Context: an optimization exercise on an open-source flow, tuned for small area, a short achievable clock period and few clock cycles. The choices shown serve that exercise and are no tape-out recipe.
No functional check of the RTL was part of any run shown here.
Power is estimated from default activity; no workload was simulated.

===== flow/constraint.sdc =====
create_clock -name core_clock -period 8.0 [get_ports {clk}]
set_input_delay 1.6000 -clock core_clock [delete_from_list [all_inputs] [get_ports {clk}]]
set_output_delay 1.6000 -clock core_clock [all_outputs]
set_load 0.01 [all_outputs]

===== flow/run.sh =====
#!/bin/bash
# synth_recipe.tcl (not shown) runs the flow's synth.tcl, then flattens the netlist and writes it again
# the make line also repeats each setting of config.mk as NAME=value (left out here)
make -C /OpenROAD-flow-scripts/flow DESIGN_CONFIG=/design/flow/config.mk WORK_HOME=/design/flow/orfs CLKGATE_MAP_FILE= SYNTH_SCRIPT=/design/flow/synth_recipe.tcl finish

===== flow/design.v =====
module eete #(
    parameter [31:0] BUSY_TIMEOUT_MS = 32'd10,
    parameter [1:0]  SPI_MODE        = 2'd0,
    parameter        BOUNDS_CHECK    = 1'b0
) (
    input  wire        clk,
    input  wire        rst,
    input  wire        cmd_valid,
    output wire        cmd_ready,
    input  wire [63:0] cmd_word,
    output wire        resp_valid,
    output wire [63:0] resp_word,
    input  wire        pin_valid,
    output wire        pin_ready,
    input  wire [7:0]  pin_data,
    output wire        pout_valid,
    input  wire        pout_ready,
    output wire [7:0]  pout_data,
    output wire        cs_n,
    output wire        cs_oe,
    output wire [7:0]  cs_line,
    output wire        spi_req,
    output wire        spi_w16,
    output reg  [15:0] spi_mosi,
    input  wire        spi_ack,
    input  wire [15:0] spi_miso,
    output wire        spi_cfg,
    output wire [31:0] spi_hz,
    output wire [1:0]  spi_mode,
    output wire        spi_msb_first,
    input  wire [31:0] now_ms
);
    localparam [3:0] OP_BEGIN       = 4'h1;
    localparam [3:0] OP_WRITE_BYTE  = 4'h2;
    localparam [3:0] OP_READ_BYTE   = 4'h3;
    localparam [3:0] OP_WRITE_ARRAY = 4'h4;
    localparam [3:0] OP_READ_ARRAY  = 4'h5;
    localparam [3:0] OP_WAIT_READY  = 4'h6;
    localparam [2:0] R_OK       = 3'b000;    
    localparam [2:0] R_BUSY     = 3'b001;    
    localparam [2:0] R_OOR      = 3'b010;    
    localparam [2:0] R_ILLEGAL  = 3'b100;    
    localparam [2:0] R_NOT_INIT = 3'b101;    
    localparam [2:0] R_ALREADY  = 3'b110;    
    localparam [3:0] S_IDLE = 4'd0;
    localparam [3:0] S_RDSR = 4'd1;    
    localparam [3:0] S_SR   = 4'd2;    
    localparam [3:0] S_WREN = 4'd3;    
    localparam [3:0] S_F1   = 4'd4;    
    localparam [3:0] S_F2   = 4'd5;    
    localparam [3:0] S_TX   = 4'd6;    
    localparam [3:0] S_RX   = 4'd7;    
    localparam [3:0] S_POP  = 4'd8;    
    localparam [3:0] S_PUSH = 4'd9;    
    reg [3:0]  st;
    reg [2:0]  op;
    reg        init;
    reg        cs_n_r;
    reg        cs_oe_r;
    reg [7:0]  cs_id;
    reg        rv;         
    reg        cfg;        
    reg [23:0] cur;        
    reg [23:0] len;        
    reg        lenz;       
    reg [23:0] cnt;        
    reg [31:0] t0;         
    reg [7:0]  sr;         
    reg [7:0]  b;          
    reg        rdv;        
    reg [2:0]  res;
    wire is_wb = (op == OP_WRITE_BYTE[2:0]);
    wire is_rb = (op == OP_READ_BYTE[2:0]);
    wire is_wa = (op == OP_WRITE_ARRAY[2:0]);
    wire is_ra = (op == OP_READ_ARRAY[2:0]);
    wire is_wr = (op == OP_WAIT_READY[2:0]);
    wire [3:0] c_op = cmd_word[3:0];
    reg c_legal;
    always @(*) begin
        case (c_op)
            OP_BEGIN:       c_legal = (cmd_word[7:4] == 4'd0) && (cmd_word[31:16] == 16'd0);
            OP_WRITE_BYTE:  c_legal = (cmd_word[7:4] == 4'd0) && (cmd_word[55:40] == 16'd0) && (cmd_word[63:56] == 8'd0);
            OP_READ_BYTE:   c_legal = (cmd_word[7:4] == 4'd0) && (cmd_word[55:32] == 24'd0) && (cmd_word[63:56] == 8'd0);
            OP_WRITE_ARRAY: c_legal = (cmd_word[7:4] == 4'd0) && (cmd_word[63:56] == 8'd0);
            OP_READ_ARRAY:  c_legal = (cmd_word[7:4] == 4'd0) && (cmd_word[63:56] == 8'd0);
            OP_WAIT_READY:  c_legal = (cmd_word[63:4] == 60'd0);
            default:        c_legal = 1'b0;
        endcase
    end
    wire c_begin = (c_op == OP_BEGIN);
    wire c_lenz  = (cmd_word[55:32] == 24'd0);
    wire c_oor   = (cmd_word[31:27] != 5'd0);       
    wire        ack     = spi_ack & ~cs_n_r;
    wire [31:0] el      = now_ms - t0;                
    wire        wait_on = spi_miso[0] && (el < BUSY_TIMEOUT_MS);
    wire [23:0] cnt_inc = cnt + 24'd1;
    wire        last    = (cnt_inc == len);
    wire        pg_end  = (cur[8:0] == 9'h1FF);
    wire        pg_oor  = (cur[18:9] == 10'h3FF);    
    assign cmd_ready     = (st == S_IDLE);
    assign resp_valid    = rv;
    assign resp_word     = {16'd0, sr, cnt, (rdv ? b : 8'd0), 4'd0, res[2], 1'b0, res[1:0]};
    assign pin_ready     = (st == S_POP) | (ack & is_wa & ((st == S_F2) | ((st == S_TX) & ~pg_end & ~last)));
    assign pout_valid    = (st == S_PUSH) | (ack & is_ra & (st == S_RX));
    assign pout_data     = (st == S_PUSH) ? b : spi_miso[7:0];
    assign cs_n          = cs_n_r;
    assign cs_oe         = cs_oe_r;
    assign cs_line       = cs_id;
    assign spi_cfg       = cfg;
    assign spi_hz        = t0;
    assign spi_mode      = SPI_MODE;
    assign spi_msb_first = 1'b1;
    assign spi_req = ~cs_n_r & (st != S_IDLE) & (st != S_POP) & (st != S_PUSH);
    assign spi_w16 = (st == S_F1) | (st == S_F2);
    always @(*) begin
        case (st)
            S_RDSR:  spi_mosi = 16'h0005;
            S_WREN:  spi_mosi = 16'h0006;
            S_F1:    spi_mosi = {7'b0000001, ~(is_wb | is_wa), cur[23:16]};
            S_F2:    spi_mosi = cur[15:0];
            S_TX:    spi_mosi = {8'd0, b};
            default: spi_mosi = 16'h0000;
        endcase
    end
    always @(posedge clk) begin
        if (rst) begin
            st      <= S_IDLE;
            init    <= 1'b0;
            cs_n_r  <= 1'b1;
            cs_oe_r <= 1'b0;
            cs_id   <= 8'd0;
            rv      <= 1'b0;
            cfg     <= 1'b0;
        end else begin
            cfg <= 1'b0;
            if (cs_n_r && st != S_IDLE) cs_n_r <= 1'b0;
            case (st)
                S_IDLE: begin
                    if (cmd_valid) begin
                        op   <= c_op[2:0];
                        cur  <= cmd_word[31:8];
                        len  <= cmd_word[55:32];
                        lenz <= c_lenz;
                        t0   <= cmd_word[63:32];
                        b    <= cmd_word[39:32];
                        cnt  <= 24'd0;
                        sr   <= 8'd0;
                        rdv  <= 1'b0;
                        res  <= R_OK;
                        rv   <= 1'b1;
                        if (!c_legal || (c_begin && cmd_word[63:32] == 32'd0)) begin
                            res <= R_ILLEGAL;
                        end else if (c_begin && init) begin
                            res <= R_ALREADY;
                        end else if (!c_begin && !init) begin
                            res <= R_NOT_INIT;
                        end else if (c_begin) begin
                            init    <= 1'b1;
                            cs_oe_r <= 1'b1;
                            cs_id   <= cmd_word[15:8];
                            cfg     <= 1'b1;
                        end else if (c_op == OP_WRITE_ARRAY && c_lenz) begin
                            res <= R_OK;
                        end else if (c_op == OP_WRITE_ARRAY && c_oor) begin
                            res <= R_OOR;
                        end else begin
                            rv     <= 1'b0;
                            cs_n_r <= 1'b0;
                            st     <= S_RDSR;
                        end
                    end
                end
                S_RDSR: begin
                    t0 <= now_ms;
                    if (ack) st <= S_SR;
                end
                S_SR: begin
                    if (ack) begin
                        sr <= spi_miso[7:0];
                        if (!wait_on) begin
                            cs_n_r <= 1'b1;
                            if (spi_miso[0]) begin
                                res <= R_BUSY;
                                rv  <= 1'b1;
                                st  <= S_IDLE;
                            end else if (is_wb || is_wa) begin
                                st <= S_WREN;
                            end else if (is_rb || is_ra) begin
                                st <= S_F1;
                            end else begin
                                rv <= 1'b1;
                                st <= S_IDLE;
                            end
                        end
                    end
                end
                S_WREN: begin
                    if (ack) begin
                        cs_n_r <= 1'b1;
                        st     <= S_F1;
                    end
                end
                S_F1: begin
                    if (ack) st <= S_F2;
                end
                S_F2: begin
                    if (ack) begin
                        if (is_wb) begin
                            st <= S_TX;
                        end else if (is_wa) begin
                            if (pin_valid) begin
                                b  <= pin_data;
                                st <= S_TX;
                            end else begin
                                st <= S_POP;
                            end
                        end else if (is_ra && lenz) begin
                            cs_n_r <= 1'b1;
                            rv     <= 1'b1;
                            st     <= S_IDLE;
                        end else begin
                            st <= S_RX;
                        end
                    end
                end
                S_POP: begin
                    if (pin_valid) begin
                        b  <= pin_data;
                        st <= S_TX;
                    end
                end
                S_TX: begin
                    if (ack) begin
                        cnt <= cnt_inc;
                        if (is_wb || last) begin
                            cs_n_r <= 1'b1;
                            rv     <= 1'b1;
                            st     <= S_IDLE;
                        end else begin
                            cur <= cur + 24'd1;
                            if (pg_end) begin
                                cs_n_r <= 1'b1;
                                if (pg_oor) begin
                                    res <= R_OOR;
                                    rv  <= 1'b1;
                                    st  <= S_IDLE;
                                end else begin
                                    st <= S_RDSR;
                                end
                            end else if (pin_valid) begin
                                b <= pin_data;
                            end else begin
                                st <= S_POP;
                            end
                        end
                    end
                end
                S_RX: begin
                    if (ack) begin
                        b <= spi_miso[7:0];
                        if (is_rb) begin
                            cnt    <= cnt_inc;
                            rdv    <= 1'b1;
                            cs_n_r <= 1'b1;
                            rv     <= 1'b1;
                            st     <= S_IDLE;
                        end else if (!pout_ready) begin
                            st <= S_PUSH;
                        end else begin
                            cnt <= cnt_inc;
                            if (last) begin
                                cs_n_r <= 1'b1;
                                rv     <= 1'b1;
                                st     <= S_IDLE;
                            end
                        end
                    end
                end
                S_PUSH: begin
                    if (pout_ready) begin
                        cnt <= cnt_inc;
                        if (last) begin
                            cs_n_r <= 1'b1;
                            rv     <= 1'b1;
                            st     <= S_IDLE;
                        end else begin
                            st <= S_RX;
                        end
                    end
                end
                default: st <= S_IDLE;
            endcase
        end
    end
endmodule

===== flow/config.mk =====
export PLATFORM = sky130hd
export DESIGN_NAME = eete
export DESIGN_NICKNAME = eete
export VERILOG_FILES = /design/flow/design.v
export SDC_FILE = /design/flow/constraint.sdc
export NUM_CORES = 4
export LEC_CHECK = 0
export CAP_MARGIN = 20
export CORE_MARGIN = 2
export CORE_UTILIZATION = 40
export PLACE_DENSITY = 0.6
export SLEW_MARGIN = 20

==> summary.txt, run 1 <==
Clocking
  – Root Driver: clkbuf_16
  – Hold-fix buffers, CTS: 0
  – Sink Count: about 140
  – Clock transition at path regs: roughly 0.070 ns
  – Maximum buffer depth of the clock tree: 2
  – Htree depth: 4
  – Resized Gates After CTS: 0
  – CTS tree: yes
  – Clk latency of the worst-skew pair: between 0.4 and 0.5 ns
  – Postcts setup bufs: 0
  – CTS Buf Count: 17

Setup path
  – Critical R2R Launch: t0[0]
  – Critical path startpoint: cnt[0]
  – Critical Path, Cell by Cell: ha_1 > nand3_2 > nor4_4 > and4_1 > xnor2_1 > or4_1 > a2111oi_4 > nor3_1 > nor2_1 > o31ai_1 > clkdlybuf4s50_1
  – Crit path kind: reg2out
  – Worst r2r path cells: 13
  – CP max-delay cell: or4_1
  – Critical Path AT: roughly 4.6 ns
  – Crit. End Element: output pin
  – Worst path bufs/invs: 1
  – CP peak stage delay: about 0.60 ns
  – Worst-path maximum fanout: 9
  – Reg2reg setup slack: ~3.3 ns
  – End of the worst register-to-register path: res[1]
  – Critical Path Start Type: register
  – CP delay by family, top: simple AND/OR/NAND/NOR gates
  – Crit path depth: 11
  – Worst Setup EP: pin_ready
  – CP required: between 6 and 7 ns

Finish
  – Nets@finish: 1615
  – Share of cells above drive strength 1: 0.07372
  – Area growth syn-to-layout: 28.35%
  – Layout fillers: ~2.6k
  – Fin util: 0.5219

Die
  – Die ar.: around 29000 um^2
  – Chip Width: 169.5 um
  – Die Ht: around 170 um
  – Initial Utilization: 0.4066
  – Area of the core: 26950 um^2
  – Cell Rows: 60
  – I/O Pins: roughly 270

STA
  – Slew HR: 0.2693
  – RSZ-0062 raised after global routing: no
  – Fin crit period: roughly 6.2 ns
  – Worst-Margin Slew: around 1.1 ns
  – Setup_tns: 0 ns
  – Max-slew violation count: 0
  – F_max: around 0.16 GHz
  – Count of final setup violators: 0
  – Fin crit share: 0.7767
  – Hold slack: roughly 0.50 ns
  – Layout Skew: 0.01715 ns
  – Final hold vios: 0

Detailed routing
  – Final wirelength: around 37000 um
  – Wirelength per Cell: between 20 and 25 um
  – Routed Antenna Nets: 0
  – Number of remaining DRC errors: 0
  – Vias: approximately 10k
  – Vias/cell: about 5.8
  – Initial DRC Count: 940
  – 1st-pass router iterations: 5

GRT
  – Initial antenna violation count: 3
  – Largest net degree at the start of global routing: slightly above 50
  – Overflow after GRT: 0
  – Number of global-route vias before repair: around 9.9k
  – Global-route wire length before repair: between 50000 and 60000 um
  – GRT Overall Usage: 0.2552

Logic synthesis
  – Mapped cell area: approximately 11000 um^2
  – Largest area contributor in the netlist: edfxtp_1
  – Largest family of logic cells by synthesized area: simple AND/OR/NAND/NOR gates
  – Post-synthesis area per instance: 8.731 um^2
  – Most numerous cell in the Yosys netlist: nand2_1
  – Synth top area share: 0.3508
  – Share of synthesized registers carrying an async set or reset: 0
  – XOR/XNOR share of the synthesized area: 0.05275
  – Post-synth EDFFs: ~130
  – Mux cell area share after synthesis: 0.05218
  – Top post-synthesis cells by count: 145 x nand2_1, 128 x edfxtp_1, 92 x nor2_1, 85 x a21oi_1, 79 x o21ai_0
  – Synth Warn #: 1
  – Post-synthesis compound-gate area fraction: 0.1779
  – Post-synthesis sequential area ratio: 0.3800
  – Ranking of synthesized cells by area: edfxtp_1 35%, nand2_1 5.0%, ha_1 4.1%
  – Predominant post-synthesis flop cell: edfxtp_1
  – Synth Area in Adders: 0.04293
  – Post-synthesis register bit count: 144
  – Mapped Cells: around 1.3k
  – Post-synthesis simple-gate area fraction: 0.2349
  – Synth unique cells: between 70 and 80

Min path
  – HP Class: reg2reg

Place
  – Hpwl dp: ~28000 um
  – Port Buffers: 233
  – Gpl congestion: 0.9103

Job
  – MaxCap Viol Count: 0

Power
  – Power per standard cell area: around 170 nW/um^2
  – Leak pwr: 0.005133 uW
  – Tot Pwr: between 2000 and 2500 uW
  – Worst VDD drop: approximately 0.00012 V

Run status
  – Status: finished clean
registers in the layout (all words and copies together) (netlist names), 3 cells and up:
register and cells:
t0 32, len 24, st 4, res 3, cur 24, cs_id 8, sr 8, cnt 24
b 8, op 3
worst min-delay path: stages (launching register included):
cell and delay, ns:
dfxtp_1 0.33, mux2i_1 0.07, nor2_1 0.07
cell usage in the layout (no fill, tap or decap), types with 7 or more instances in the layout:
cell	n
clkdlybuf4s50_1	233
nand2_1	145
edfxtp_1	128
nor2_1	89
a21oi_1	85
o21ai_0	79
inv_1	54
nor3_1	46
xnor2_1	39
nand3_1	36
ha_1	36
mux2_2	33
and3_1	30
xor2_1	27
nor4_1	26
and2_1	24
conb_1	24
nand4_1	23
mux2i_1	20
clkbuf_16	19
or3_1	18
a31oi_1	16
dfxtp_1	16
a211oi_1	15
nor2b_1	14
buf_4	13
a22oi_1	12
o211ai_1	11
or4_1	10
o31ai_1	9
nand2b_1	8
and4_1	7
o21a_1	7
a21o_1	7
a311oi_1	7
cell type report:
class / count / area (um^2) / area share
flip-flops and latches: 144 / 4164 / 0.2961
well taps: 341 / 426.7 / 0.03034
diodes: 2 / 5.005 / 0.0003558
repair buffers: 246 / 2430 / 0.1728
inverters: 54 / 202.7 / 0.01441
multi-input cells: 989 / 6265 / 0.4454
clock inverters: 12 / 92.59 / 0.006583
clock buffers: 20 / 479.2 / 0.03407
through the flow:
step,cell area (um^2),std cells,setup slack [ns]
after floorplan,11040,1277,2.554
after global placement,13490,1774,1.705
after detailed placement,13490,1774,1.684
after CTS,14060,1806,1.776
after global routing,14060,1808,1.577
final,14060,1808,1.787
how the worst min path moves through the flow:
stage / start / to / slack [ns] / cells after the start
5_1_grt: cs_id[2] / cs_id[2] / 0.53 / 2
6_report: cs_id[0] / cs_id[0] / 0.50 / 2
3_5_place_dp: cs_id[3] / cs_id[3] / 0.49 / 2
3_3_place_gp: cs_id[0] / cs_id[0] / 0.48 / 2
2_1_floorplan: rv / rv / 0.52 / 2
4_1_cts: cs_id[3] / cs_id[3] / 0.51 / 2
kinds of logic (layout without fill, tap and decap cells):
group	count (synthesis)	in the layout
DFF	144	144
other	2	26
muxes	53	53
adders and majority gates	37	37
AOI/OAI and AO/OA	304	304
buffers and inverters	144	332
xor gates and xnor gates	66	66
and+or+nand+nor	505	505
routing by layer:
layer	global-route usage	vias up	part of all wire
met5	0	-	0.00035
li1	-	5018	-
met4	0.07729	2	0.021
met1	0.3562	4986	0.45
met2	0.4057	422	0.46
met3	0.04361	45	0.066
power by group:
| part | switching (uW) | leakage [uW] | internal, uW | total (uW) |
|---|---|---|---|---|
| logic | 356 | 0.00350 | 282 | 638 |
| clock network | 357 | 0.000289 | 441 | 798 |
| registers | 61.9 | 0.00134 | 893 | 955 |
| total | 775 | 0.00513 | 1620 | 2390 |
==> run 2, diff against run 1 <==
--- a/flow/design.v
+++ b/flow/design.v
@@ -56,5 +56,4 @@
     reg [2:0]  op;
-    reg        init;
+    reg        init;       
     reg        cs_n_r;
-    reg        cs_oe_r;
     reg [7:0]  cs_id;
@@ -67,2 +66,4 @@
     reg [31:0] t0;         
+    reg        lst;        
+    reg        pge;        
     reg [7:0]  sr;         
@@ -92,3 +93,3 @@
     wire c_oor   = (cmd_word[31:27] != 5'd0);       
-    wire        ack     = spi_ack & ~cs_n_r;
+    wire        ack     = spi_ack;
     wire [31:0] el      = now_ms - t0;                
@@ -96,4 +97,4 @@
     wire [23:0] cnt_inc = cnt + 24'd1;
-    wire        last    = (cnt_inc == len);
-    wire        pg_end  = (cur[8:0] == 9'h1FF);
+    wire        last    = lst;
+    wire        pg_end  = pge;
     wire        pg_oor  = (cur[18:9] == 10'h3FF);    
@@ -106,6 +107,6 @@
     assign cs_n          = cs_n_r;
-    assign cs_oe         = cs_oe_r;
+    assign cs_oe         = init;
     assign cs_line       = cs_id;
     assign spi_cfg       = cfg;
-    assign spi_hz        = t0;
+    assign spi_hz        = {b, len};
     assign spi_mode      = SPI_MODE;
@@ -125,2 +126,6 @@
     always @(posedge clk) begin
+        lst <= (cnt_inc == len);
+        pge <= (cur[8:0] == 9'h1FF);
+    end
+    always @(posedge clk) begin
         if (rst) begin
@@ -129,3 +134,2 @@
             cs_n_r  <= 1'b1;
-            cs_oe_r <= 1'b0;
             cs_id   <= 8'd0;
@@ -143,4 +147,3 @@
                         lenz <= c_lenz;
-                        t0   <= cmd_word[63:32];
-                        b    <= cmd_word[39:32];
+                        b    <= c_begin ? cmd_word[63:56] : cmd_word[39:32];
                         cnt  <= 24'd0;
@@ -158,3 +161,2 @@
                             init    <= 1'b1;
-                            cs_oe_r <= 1'b1;
                             cs_id   <= cmd_word[15:8];
==> run 2 against run 1 <==
Compared with the run above: cell area is 4.0% lower; clock skew is 0.0018 ns lower; final cell count is 5.0% lower; sequential power is 6% higher; via count is 8.3% lower; synthesized cell count is 6.9% lower; first-iteration DRC count is 27% lower; sequential share of layout area is 1.5 points higher; wire length is 12% lower; fmax is 18% higher; hold slack better by 0.0026 ns; count of clock-buffer cells in the layout is 1 lower.
==> summary.txt, run 2 <==
Clocking
  – Clk latency of the worst-skew pair: between 0.4 and 0.5 ns
  – Clock transition at path regs: ~0.060 ns
  – CTS tree: yes
  – Postcts setup bufs: 0
  – Htree depth: 4
  – Maximum buffer depth of the clock tree: 2
  – Sink Count: about 150
  – Resized Gates After CTS: 0
  – Hold-fix buffers, CTS: 0
  – CTS Buf Count: 17
  – Root Driver: clkbuf_16

STA
  – Setup_tns: 0 ns
  – Count of final setup violators: 0
  – Fin crit share: 0.6559
  – Layout Skew: approximately 0.015 ns
  – Fin crit period: approximately 5.2 ns
  – F_max: ~0.19 GHz
  – RSZ-0062 raised after global routing: no
  – Hold slack: approximately 0.50 ns
  – Max-slew violation count: 0
  – Slew HR: 0.3294
  – Final hold vios: 0
  – Worst-Margin Slew: about 1.0 ns
  – Worst setup margin: between 2 and 3 ns

Logic synthesis
  – XOR/XNOR share of the synthesized area: 0.05833
  – Synth Area in Adders: 0.04420
  – Top post-synthesis cells by count: 147 x nand2_1, 128 x edfxtp_1, 93 x nor2_1, 80 x o21ai_0, 78 x a21oi_1
  – Post-synthesis compound-gate area fraction: 0.1906
  – Most numerous cell in the Yosys netlist: nand2_1
  – Share of synthesized registers carrying an async set or reset: 0
  – Largest area contributor in the netlist: edfxtp_1
  – Synth Warn #: 1
  – Post-synthesis area per instance: 8.871 um^2
  – Mux cell area share after synthesis: 0.02439
  – Ranking of synthesized cells by area: edfxtp_1 37%, nand2_1 5.3%, ha_1 4.2%
  – Post-synthesis sequential area ratio: 0.4057
  – Largest family of logic cells by synthesized area: simple AND/OR/NAND/NOR gates
  – Predominant post-synthesis flop cell: edfxtp_1
  – Post-synthesis simple-gate area fraction: 0.2180
  – Synth top area share: 0.3710
  – Post-synth EDFFs: 128
  – Synth unique cells: between 80 and 90
  – Post-synthesis register bit count: ~150
  – Mapped Cells: 1168
  – Mapped cell area: approximately 10000 um^2

Finish
  – Final cell count without fillers: around 1.7k
  – Number of flip-flops in the largest register: 32
  – ANT cells: 0
  – Multi-input gate area: roughly 5700 um^2
  – Commonest non-fill, non-tap cell in the layout: clkdlybuf4s50_1
  – Register with the most flip-flops: t0
  – Layout fillers: 2359
  – Area growth syn-to-layout: 30.31%
  – Register area: between 4000 and 5000 um^2
  – Commonest cells after routing, fill and taps aside: 233 x clkdlybuf4s50_1, 147 x nand2_1, 128 x edfxtp_1, 91 x nor2_1, 80 x o21ai_0
  – Nets@finish: between 1.5k and 2k
  – Share of cells above drive strength 1: 0.05768

Detailed routing
  – Vias/cell: approximately 5.6
  – Wirelength per Cell: ~19 um
  – 1st-pass router iterations: 5
  – Number of remaining DRC errors: 0
  – Vias: 9601
  – Initial DRC Count: between 600 and 700
  – Routed Antenna Nets: 0
  – Final wirelength: 32490 um

Run status
  – Status: finished clean

Power
  – Worst VDD drop: around 0.00013 V
  – Internal power: 1717 uW
  – Sw frac: 0.3102
  – Sw Pwr: between 700 and 800 uW
  – Clk pwr share: 0.344
  – Leak pwr: approximately 0.0050 uW
  – Power per standard cell area: 184.4 nW/um^2
  – Gate power share: 0.250
  – Seq pwr share: 0.405

Setup path
  – Reg2reg setup slack: roughly 4.1 ns
  – CP required: approximately 8.1 ns
  – Crit. End Element: register
  – Critical Path AT: ~5.4 ns
  – Worst-path maximum fanout: 4
  – Crit path kind: in2reg
  – Critical path startpoint: now_ms[0]
  – Worst Setup EP: res[1]
  – Critical R2R Launch: t0[5]
  – Critical Path Start Type: input pin
  – Worst r2r path cells: 12
  – End of the worst register-to-register path: res[1]

GRT
  – Global-route wire length before repair: around 49000 um
  – Number of global-route vias before repair: 8920
  – Largest net degree at the start of global routing: 43
  – GRT Overall Usage: 0.2321
  – Overflow after GRT: 0
  – Initial antenna violation count: 0

Min path
  – HP Class: reg2reg
  – WHS Path Cells: 2

Place
  – Dpl ws: 2.442 ns
  – Hpwl dp: between 20000 and 30000 um
  – Port Buffers: between 200 and 250
  – Placed insts: 1685
  – Gpl congestion: 0.9269

Die
  – Initial Utilization: 0.4091
  – Die ar.: 27210 um^2
  – I/O Pins: between 200 and 300
  – Cell Rows: 58
  – Area of the core: ~25000 um^2
  – Chip Width: roughly 160 um
  – Die Ht: ~160 um

Job
  – MaxCap Viol Count: 0
run 2: layer usage:
layer	track usage	part of all wire	wire (um)
met4	0.05494	0.011	373
met5	0	0	0
met3	0.03666	0.067	2190
met1	0.3318	0.46	15010
met2	0.3690	0.46	14910
run 2: layout make-up:
cell class              instances  share of cell area
repair buffers                244              0.1789
inverters                      53             0.01473
multi-input cells             912              0.4186
flip-flops and latches        146              0.3114
clock inverters                13             0.01307
clock buffers                  19             0.03281
well taps                     330             0.03058
run 2: cell families (layout without fill, tap and decap cells):
logic type,after synthesis,in the layout
flops,146,146
other cells,2,24
fa+ha+maj,36,36
mux,24,24
xor+xnor,69,69
compound gates,301,301
buf+inv,132,329
simple gates,458,458
run 2: critical path, stage by stage:
cell and delay (ns):
clkdlybuf4s50_1 0.41, nand2b_2 0.21, fa_1 0.43, a211oi_1 0.43, o311ai_2 0.20, a31oi_4 0.24
xnor2_1 0.09, nor4_1 0.32, nand4_1 0.16, nor4_1 0.64, nand4_1 0.33, nand2_1 0.15
a31oi_1 0.16
run 2: power by group through the flow:
stage | Clock (uW) | Combinational [uW] | Sequential (uW)
finish | 857 | 624 | 1010
global route | 903 | 679 | 1020
CTS | 870 | 623 | 1010
detailed placement | 0 | 620 | 1020
global placement | 0 | 616 | 1020
floorplan | 0 | 348 | 1010
run 2: how the worst min path moves through the flow:
stage	startpoint	endpoint	slack (ns)
after floorplan	cur[8]	pge	0.51
after global placement	cs_id[7]	cs_id[7]	0.47
after detailed placement	cs_id[6]	cs_id[6]	0.49
after CTS	cs_id[4]	cs_id[4]	0.51
after global routing	cs_id[6]	cs_id[6]	0.53
final	cs_id[1]	cs_id[1]	0.50
run 2: stage by stage:
step                        util  cell area [um^2]  total power [uW]
after global routing      0.5331             13500              2601
after global placement    0.5085             12880              1638
final                     0.5331             13500              2489
after floorplan                -             10440              1357
after CTS                 0.5330             13500              2500
after detailed placement  0.5085             12880              1643

## re-timing with driven ports
In the flow no input, the clock included, has a driving cell. The finished layouts below were timed again as built, in two steps.
Step 1 (the two cells are an assumption about what drives the block):
set clk [get_ports {clk}]
set_driving_cell -lib_cell sky130_fd_sc_hd__clkbuf_16 $clk
set_driving_cell -lib_cell sky130_fd_sc_hd__buf_2 [delete_from_list [all_inputs] $clk]
Step 2, shift: input delay + t, output delay - t, t = (earliest + latest rising clock arrival at the registers) / 2. This alone moves slack from input paths to output paths.
a / b / c = ideal / step 1 / step 2; a / b = the first two.
| run | shift t [ns] | setup WS [ns] | hold WS [ns] | worst register clock-pin slew, ns | pins driven straight from the clock port |
|---|---|---|---|---|---|
| run 1 | 0.473 | 1.787 / 1.737 / 1.557 | 0.500 / 0.500 / 0.500 | 0.07 / 0.07 | 1 |
| run 2 | 0.472 | 2.753 / 2.782 / 2.310 | 0.502 / 0.502 / 0.502 | 0.07 / 0.07 | 1 |
After both steps every run listed still meets setup and hold. The setup slack of run 2, which loses most, moves by +0.029 ns with the drivers and by -0.443 ns with both steps.
